From an optimization exercise on the open Yosys and OpenROAD flow, aimed at small area, a short achievable clock period and few clock cycles; shortcuts taken in it are not production practice.
Function not checked in this run: the RTL went through the layout flow alone.
No activity file was given, so power comes from the tool's default toggle rates.

===== flow/design.v =====
module cpuex_core (
    input  wire        clk,
    input  wire        rst,
    output reg         mem_req,
    output reg         mem_we,
    output reg  [31:0] mem_addr,
    output reg  [31:0] mem_wdata,
    input  wire [31:0] mem_rdata,
    input  wire        mem_ready,
    output reg         out_valid,
    output reg  [1:0]  out_kind,
    output reg  [31:0] out_data,
    output reg         done,
    output reg  [2:0]  status,
    output reg  [31:0] fault_val,
    output wire [31:0] pc_out
);
  localparam [31:0] MEM_SIZE  = 32'd16384;
  localparam [31:0] START     = 32'h0000_0000;
  localparam [31:0] SP_INIT   = 32'h0000_3FFC;
  localparam [31:0] HALT_ADDR = 32'hFFFF_FFF0;
  localparam [13:0] MAX_STEPS = 14'd10000;
  localparam [2:0] ST_HALTED = 3'd0;
  localparam [2:0] ST_ENDED  = 3'd1;
  localparam [2:0] ST_BOUND  = 3'd2;
  localparam [2:0] ST_AFAULT = 3'd3;
  localparam [2:0] ST_IFAULT = 3'd4;
  localparam [1:0] EV_INT  = 2'd0;
  localparam [1:0] EV_CHAR = 2'd1;
  localparam [1:0] EV_SBYTE = 2'd2;
  localparam [1:0] EV_SEND = 2'd3;
  localparam [2:0] S_FETCH  = 3'd0;
  localparam [2:0] S_DECODE = 3'd1;
  localparam [2:0] S_EXEC   = 3'd2;
  localparam [2:0] S_MEM    = 3'd3;
  localparam [2:0] S_WB     = 3'd4;
  localparam [2:0] S_STR    = 3'd5;
  localparam [2:0] S_DONE   = 3'd6;
  reg [2:0]  state;
  reg [31:0] pc;
  reg [31:0] ir;
  reg [31:0] a, b;         
  reg [31:0] ea;           
  reg [31:0] mdr;          
  reg [31:0] str_addr;     
  reg [13:0] steps;        
  reg [31:0] rf [1:31];
  assign pc_out = pc;
  wire [5:0]  op    = ir[31:26];
  wire [4:0]  rs    = ir[25:21];
  wire [4:0]  rt    = ir[20:16];
  wire [4:0]  rd    = ir[15:11];
  wire [4:0]  shamt = ir[10:6];
  wire [5:0]  funct = ir[5:0];
  wire [31:0] simm  = {{16{ir[15]}}, ir[15:0]};
  wire [25:0] tgt   = ir[25:0];
  wire is_r    = (op == 6'h00);
  wire i_add   = is_r && funct == 6'h20;
  wire i_sub   = is_r && funct == 6'h22;
  wire i_and   = is_r && funct == 6'h24;
  wire i_or    = is_r && funct == 6'h25;
  wire i_slt   = is_r && funct == 6'h2A;
  wire i_sll   = is_r && funct == 6'h00;
  wire i_srl   = is_r && funct == 6'h02;
  wire i_jr    = is_r && funct == 6'h08;
  wire i_sys   = is_r && funct == 6'h0C;
  wire i_addi  = op == 6'h08;
  wire i_slti  = op == 6'h0A;
  wire i_lw    = op == 6'h23;
  wire i_sw    = op == 6'h2B;
  wire i_beq   = op == 6'h04;
  wire i_bne   = op == 6'h05;
  wire i_j     = op == 6'h02;
  wire i_jal   = op == 6'h03;
  wire i_rtype = i_add | i_sub | i_and | i_or | i_slt | i_sll | i_srl;
  wire [4:0] ra_idx = i_sys ? 5'd2 : rs;
  wire [4:0] rb_idx = i_sys ? 5'd4 : rt;
  wire [31:0] ra_val = (ra_idx == 5'd0) ? 32'd0 : rf[ra_idx];
  wire [31:0] rb_val = (rb_idx == 5'd0) ? 32'd0 : rf[rb_idx];
  reg [31:0] alu_res;
  always @* begin
    alu_res = 32'd0;
    if (i_add)       alu_res = a + b;
    else if (i_sub)  alu_res = a - b;
    else if (i_and)  alu_res = a & b;
    else if (i_or)   alu_res = a | b;
    else if (i_slt)  alu_res = {31'd0, $signed(a) < $signed(b)};
    else if (i_sll)  alu_res = b << shamt;
    else if (i_srl)  alu_res = b >> shamt;
    else if (i_addi) alu_res = a + simm;
    else if (i_slti) alu_res = {31'd0, $signed(a) < $signed(simm)};
  end
  wire [31:0] pc_plus4   = pc + 32'd4;
  wire [31:0] br_target  = pc + {simm[29:0], 2'b00};
  wire [31:0] j_target   = {pc[31:28], tgt, 2'b00};
  wire [31:0] ea_next    = a + simm;
  wire        ea_bad     = ea_next > (MEM_SIZE - 32'd4);
  wire        pc_bad     = pc > (MEM_SIZE - 32'd4);
  always @* begin
    mem_req   = 1'b0;
    mem_we    = 1'b0;
    mem_addr  = 32'd0;
    mem_wdata = 32'd0;
    case (state)
      S_FETCH: begin
        if (pc != HALT_ADDR && steps < MAX_STEPS && !pc_bad) begin
          mem_req  = 1'b1;
          mem_addr = pc;
        end
      end
      S_MEM: begin
        mem_req   = 1'b1;
        mem_we    = i_sw;
        mem_addr  = ea;
        mem_wdata = b;
      end
      S_STR: begin
        if (str_addr < MEM_SIZE) begin
          mem_req  = 1'b1;
          mem_addr = str_addr;
        end
      end
      default: ;
    endcase
  end
  reg        rf_we;
  reg [4:0]  rf_waddr;
  reg [31:0] rf_wdata;
  always @* begin
    rf_we    = 1'b0;
    rf_waddr = 5'd0;
    rf_wdata = 32'd0;
    if (state == S_EXEC) begin
      if (i_rtype) begin
        rf_we = 1'b1; rf_waddr = rd; rf_wdata = alu_res;
      end else if (i_addi || i_slti) begin
        rf_we = 1'b1; rf_waddr = rt; rf_wdata = alu_res;
      end else if (i_jal) begin
        rf_we = 1'b1; rf_waddr = 5'd31; rf_wdata = pc_plus4;
      end
    end else if (state == S_WB) begin
      rf_we = 1'b1; rf_waddr = rt; rf_wdata = mdr;
    end
  end
  integer i;
  always @(posedge clk) begin
    if (rst) begin
      for (i = 1; i < 32; i = i + 1)
        rf[i] <= (i == 29) ? SP_INIT : 32'd0;
    end else if (rf_we && rf_waddr != 5'd0) begin
      rf[rf_waddr] <= rf_wdata;
    end
  end
  always @(posedge clk) begin
    if (rst) begin
      state     <= S_FETCH;
      pc        <= START;
      ir        <= 32'd0;
      a         <= 32'd0;
      b         <= 32'd0;
      ea        <= 32'd0;
      mdr       <= 32'd0;
      str_addr  <= 32'd0;
      steps     <= 14'd0;
      out_valid <= 1'b0;
      out_kind  <= 2'd0;
      out_data  <= 32'd0;
      done      <= 1'b0;
      status    <= 3'd0;
      fault_val <= 32'd0;
    end else begin
      out_valid <= 1'b0;
      case (state)
        S_FETCH: begin
          if (pc == HALT_ADDR) begin
            done <= 1'b1; status <= ST_HALTED; state <= S_DONE;
          end else if (steps >= MAX_STEPS) begin
            done <= 1'b1; status <= ST_BOUND; state <= S_DONE;
          end else if (pc_bad) begin
            done <= 1'b1; status <= ST_AFAULT; fault_val <= pc; state <= S_DONE;
          end else if (mem_ready) begin
            ir    <= mem_rdata;
            state <= S_DECODE;
          end
        end
        S_DECODE: begin
          a     <= ra_val;
          b     <= rb_val;
          state <= S_EXEC;
        end
        S_EXEC: begin
          state <= S_FETCH;
          if (i_rtype || i_addi || i_slti) begin
            pc    <= pc_plus4;
            steps <= steps + 14'd1;
          end else if (i_lw || i_sw) begin
            if (ea_bad) begin
              done <= 1'b1; status <= ST_AFAULT; fault_val <= ea_next; state <= S_DONE;
            end else begin
              ea    <= ea_next;
              state <= S_MEM;
            end
          end else if (i_beq || i_bne) begin
            if ((a == b) == i_beq) pc <= br_target;
            else                   pc <= pc_plus4;
            steps <= steps + 14'd1;
          end else if (i_j || i_jal) begin
            pc    <= j_target;
            steps <= steps + 14'd1;
          end else if (i_jr) begin
            pc    <= a;
            steps <= steps + 14'd1;
          end else if (i_sys) begin
            case (a)
              32'd1: begin
                out_valid <= 1'b1; out_kind <= EV_INT; out_data <= b;
                pc <= pc_plus4; steps <= steps + 14'd1;
              end
              32'd11: begin
                out_valid <= 1'b1; out_kind <= EV_CHAR; out_data <= {24'd0, b[7:0]};
                pc <= pc_plus4; steps <= steps + 14'd1;
              end
              32'd4: begin
                str_addr <= b;
                state    <= S_STR;
              end
              32'd10: begin
                done <= 1'b1; status <= ST_ENDED; state <= S_DONE;
              end
              default: begin
                done <= 1'b1; status <= ST_IFAULT; fault_val <= ir; state <= S_DONE;
              end
            endcase
          end else begin
            done <= 1'b1; status <= ST_IFAULT; fault_val <= ir; state <= S_DONE;
          end
        end
        S_MEM: begin
          if (mem_ready) begin
            if (i_sw) begin
              pc    <= pc_plus4;
              steps <= steps + 14'd1;
              state <= S_FETCH;
            end else begin
              mdr   <= mem_rdata;
              state <= S_WB;
            end
          end
        end
        S_WB: begin
          pc    <= pc_plus4;
          steps <= steps + 14'd1;
          state <= S_FETCH;
        end
        S_STR: begin
          if (str_addr >= MEM_SIZE) begin
            done <= 1'b1; status <= ST_AFAULT; fault_val <= str_addr; state <= S_DONE;
          end else if (mem_ready) begin
            out_valid <= 1'b1;
            if (mem_rdata[7:0] == 8'd0) begin
              out_kind <= EV_SEND; out_data <= 32'd0;
              pc    <= pc_plus4;
              steps <= steps + 14'd1;
              state <= S_FETCH;
            end else begin
              out_kind <= EV_SBYTE; out_data <= {24'd0, mem_rdata[7:0]};
              str_addr <= str_addr + 32'd1;
            end
          end
        end
        default: ;  
      endcase
    end
  end
endmodule

===== flow/run.sh =====
#!/bin/bash
# synth_recipe.tcl (not shown) runs the flow's synth.tcl, then flattens the netlist and writes it again
# the make line also repeats each setting of config.mk as NAME=value (left out here)
make -C /OpenROAD-flow-scripts/flow DESIGN_CONFIG=/design/flow/config.mk WORK_HOME=/design/flow/orfs CLKGATE_MAP_FILE= SYNTH_SCRIPT=/design/flow/synth_recipe.tcl finish

===== flow/config.mk =====
export PLATFORM = sky130hd
export DESIGN_NAME = cpuex_core
export DESIGN_NICKNAME = cpuex_core
export VERILOG_FILES = /design/flow/design.v
export SDC_FILE = /design/flow/constraint.sdc
export NUM_CORES = 4
export LEC_CHECK = 0
export CAP_MARGIN = 20
export CORE_MARGIN = 2
export CORE_UTILIZATION = 30
export PLACE_DENSITY = 0.45
export SLEW_MARGIN = 20

===== flow/constraint.sdc =====
create_clock -name core_clock -period 8.0 [get_ports {clk}]
set_input_delay 1.6000 -clock core_clock [delete_from_list [all_inputs] [get_ports {clk}]]
set_output_delay 1.6000 -clock core_clock [all_outputs]
set_load 0.01 [all_outputs]

==> PnR_summary.wiki <==
{| class="wikitable"
! Metric !! Value
|-
| Sequential area share after synthesis || 44.1%
|-
| Number of buffers inserted for hold repair after clock tree synthesis || 0
|-
| Worst Hold Depth || 2
|-
| Source of the worst hold timing path || out_data[29]
|-
| Site Rows || 194
|-
| Critical Path RT || 6.40 ns
|-
| Top cells by area in the synthesized netlist || edfxtp_1 (37%), dfxtp_1 (7.4%), nor2_1 (7.3%), mux2i_1 (4.2%), a21oi_1 (4.0%)
|-
| Multi-input combinational cell area || 43300 um^2
|-
| Hold Crit Endpoint || out_data[29]
|-
| Count of fill cells added during filler insertion || 28400
|-
| Max_cap viols || 0
|-
| Async set-reset flop share out of synthesis || 0%
|-
| Leading register cell type out of synthesis || edfxtp_1
|-
| Start-to-end type of the worst setup path || flip-flop to primary output
|-
| Status || no timing/DRC/antenna violations
|-
| Actual transition at the worst max-transition pin || 1.29 ns
|-
| Count of routing violations after the opening detailed-route iteration || 11800
|-
| Wire length per cell || 36.8 um
|-
| Distinct cells, synth || 99
|-
| Maximum clock frequency || 150 MHz
|-
| Relative slew margins || 13.0%
|-
| Setup total negative slack || 0 ns
|-
| Pleak || 31.4 nW
|-
| Average cell area after synthesis || 9.00 um^2
|-
| Number of port buffers || 203
|-
| Post-route antenna net violation count || 0
|-
| Count of synthesis-stage warnings from yosys || 1
|-
| Reg-to-reg startpoint || ir[2]
|-
| Number of enable-type register cells in the synthesized netlist || 1024
|-
| Setup slack of the most critical reg-to-reg path || 2.08 ns
|-
| Post-CTS repair timing setup buffer count || 0
|-
| Global Route Usage Sum || 32.4%
|-
| Routed wire length || 479000 um
|-
| Endpoint of the lowest-slack register-to-register path || rf[19][3]
|-
| Vias || 81900
|-
| WHS || 0.453 ns
|-
| Final setup slack of the worst path || 1.32 ns
|-
| Clock tree skew after final layout || 0.119 ns
|-
| Number of setup violations in the final report || 0
|-
| Drt first pass iters || 6
|-
| Maximum resistive drop on vdd || 345 uV
|-
| Setup repair after global routing missed its margin || false
|-
| R2R cell count || 9
|-
| List of most frequent post-synthesis cells || nor2_1 (1639), edfxtp_1 (1024), nand2_1 (764)
|-
| Endpoint class of the critical path || primary output
|-
| Leading area contributor after synthesis || edfxtp_1
|-
| Starting utilization of the core area || 30.1%
|-
| Final Hold Fails || 0
|-
| Via-per-instance ratio || 6.28
|-
| Minimum clock period after layout || 6.68 ns
|-
| Post-placement cell area || 90700 um^2
|-
| Highest net fanout along the worst path || 41
|-
| HPWL reported at the end of detailed placement || 317000 um
|-
| Area share of the leading cell type in the synthesized netlist || 36.6%
|-
| Sequential standard cell area || 37000 um^2
|-
| Number of nets in the finished design || 9392
|-
| Height of the die || 533 um
|-
| H-tree Lvls || 4
|-
| Category of the worst setup path launch point || flip-flop
|-
| DRC violation count after routing || 0
|-
| Arrival time worst endpoint || 5.08 ns
|-
| Cell with the most instances after synthesis || nor2_1
|-
| Power density of the placed cells || 305 nW/um^2
|-
| Share of the cycle needed by the critical path after routing || 83.5%
|-
| Pins over their slew limit || 0
|-
| Die Span X || 533 um
|-
| Area grow syn2layout || 14.8%
|-
| Wire length of the first global-routing pass || 650000 um
|-
| DP Worst Slack || 2.14 ns
|-
| Final standard cell area without fillers || 96400 um^2
|-
| Power Total || 0.0294 W
|-
| Number of clock sinks seen by CTS || 1336
|-
| RePlAce Congestion || 1.04
|-
| Total die area || 284000 um^2
|-
| GRT overflow || 0
|-
| Clock Pin Slew Worst Setup and Hold Paths || 0.06 ns
|-
| CTS root buf || clkbuf_16
|-
| Clock insertion delay at the later pin of the skew report || 0.93 ns
|-
| Area of the mapped netlist || 83900 um^2
|-
| Antenna violations before repair || 48
|-
| TritonCTS clock tree || done
|-
| Via count of the first global-routing pass || 76200
|-
| Share of post-route cells with drive strength above 1 || 10.8%
|-
| Number of ports placed on the die boundary || 204
|-
| Count of state elements after synthesis || 1336
|-
| # resized after CTS || 0
|-
| CTS max path bufs || 4
|-
| HP Class || flip-flop to flip-flop
|-
| Core Box Area || 279000 um^2
|-
| Instance count of the mapped netlist || 9319
|-
| Number of buffers added by the clock tree synthesis step || 170
|-
| Maximum number of pins on one net before global-route repair || 139
|}
-- critical path, stage by stage, from the launching register on --
cell	delay [ns]
dfxtp_1	0.81
and4_1	0.53
nand2_1	0.13
nor2_1	0.26
nand3_1	0.25
o21ai_0	0.60
nor4b_2	0.11
buf_4	0.22
buf_4	0.31
or3_1	0.46
clkdlybuf4s50_1	0.50
-- report_power, final --
part	internal [W]	switching (W)
Clock	0.00448	0.00338
Combinational	0.00354	0.00967
Sequential	0.00785	0.000504
Total	0.0159	0.0136
-- cell type report --
type | instances | area share (%)
antenna | 19 | 0.0493
inverter | 208 | 0.813
multi-input combinational | 6873 | 44.9
clock inverter | 91 | 0.932
clock buffer | 220 | 4.75
timing repair buffer | 568 | 5.29
sequential | 1336 | 38.4
tap | 3724 | 4.84
-- cell families after synthesis --
family                   count (synthesis)  synth area share [%]
AO/OA/AOI/OAI                         2564                  20.8
flip-flops                            1336                  44.1
AND/OR/NAND/NOR                       3419                  17.9
adder cells (fa/ha/maj)                200                  3.02
buffers and inverters                 1141                  5.35
other                                    1               0.00447
multiplexers                           552                  7.75
XOR/XNOR                               106                  1.12
-- worst max path at each step --
stage	start	end	slack (ns)	depth (start not counted)
floorplan	ir[15]	fault_val[25]	3.21	16
global placement	ir[3]	fault_val[28]	2.24	13
detailed placement	ir[3]	fault_val[28]	2.14	13
CTS	pc[4]	mem_req	1.45	10
global route	pc[4]	mem_req	1.35	10
finish	pc[4]	mem_req	1.32	10
-- metal layers --
layer	vias to the layer above	track usage, %	part of all wire, %
met4	22	18.0	6.4
met3	1079	7.77	11
li1	34100	-	-
met5	-	0	0.034
met2	5286	48.7	43
met1	41300	42.6	40
-- flip-flops by register name, indices dropped and copies added, names as in the netlist, 2 cells and up --
name / cells
mdr: 32
pc: 32
b: 32
ea: 32
rf: 1024
a: 32
fault_val: 32
out_data: 32
status: 3
out_kind: 2
state: 3
ir: 32
str_addr: 32
steps: 14
-- stage by stage --
step / std cells / util (%)
6_report: 13000 / 34.6
5_1_grt: 13000 / 34.5
4_1_cts: 13000 / 34.5
3_5_place_dp: 12700 / 32.5
3_3_place_gp: 12700 / 32.5
2_1_floorplan: 9350 / -
-- cell usage in the layout, fill, tap and decap left out, drive strengths merged, types with 87 or more instances in the layout --
| master | n |
|---|---|
| o311ai | 162 |
| dfxtp | 312 |
| inv | 213 |
| clkbuf | 222 |
| ha | 196 |
| clkdlybuf4s50 | 201 |
| or3 | 87 |
| nand3 | 169 |
| mux2i | 356 |
| o21ai | 370 |
| a221oi | 140 |
| nor2b | 207 |
| o22ai | 200 |
| nor2 | 1639 |
| buf | 365 |
| a21oi | 682 |
| a211oi | 330 |
| mux2 | 131 |
| nor3 | 264 |
| edfxtp | 1024 |
| nand2 | 764 |

[port drivers added, routing unchanged]
The flow's constraints put no driver on any port. The routed layout listed below was extracted and timed again, unchanged, in two steps.
Step 1 sets driving cells, clkbuf_16 on the clock port and buf_2 on the other inputs (assumed; they add their load-dependent delay and slew).
Step 2, shift: input delay + t, output delay - t, t = (earliest + latest rising clock arrival at the registers) / 2. This alone moves slack from input paths to output paths.
Slacks: ideal ports / drivers / drivers and shift; pairs: ideal ports / drivers.
t (ns): 0.962
setup WS [ns]: 1.322 / 1.229 / 2.078
worst data-port slew with drivers (ns): 0.10
After both steps this run still meets setup and hold. The setup slack of this run moves by -0.093 ns with the drivers and by +0.756 ns with both steps.
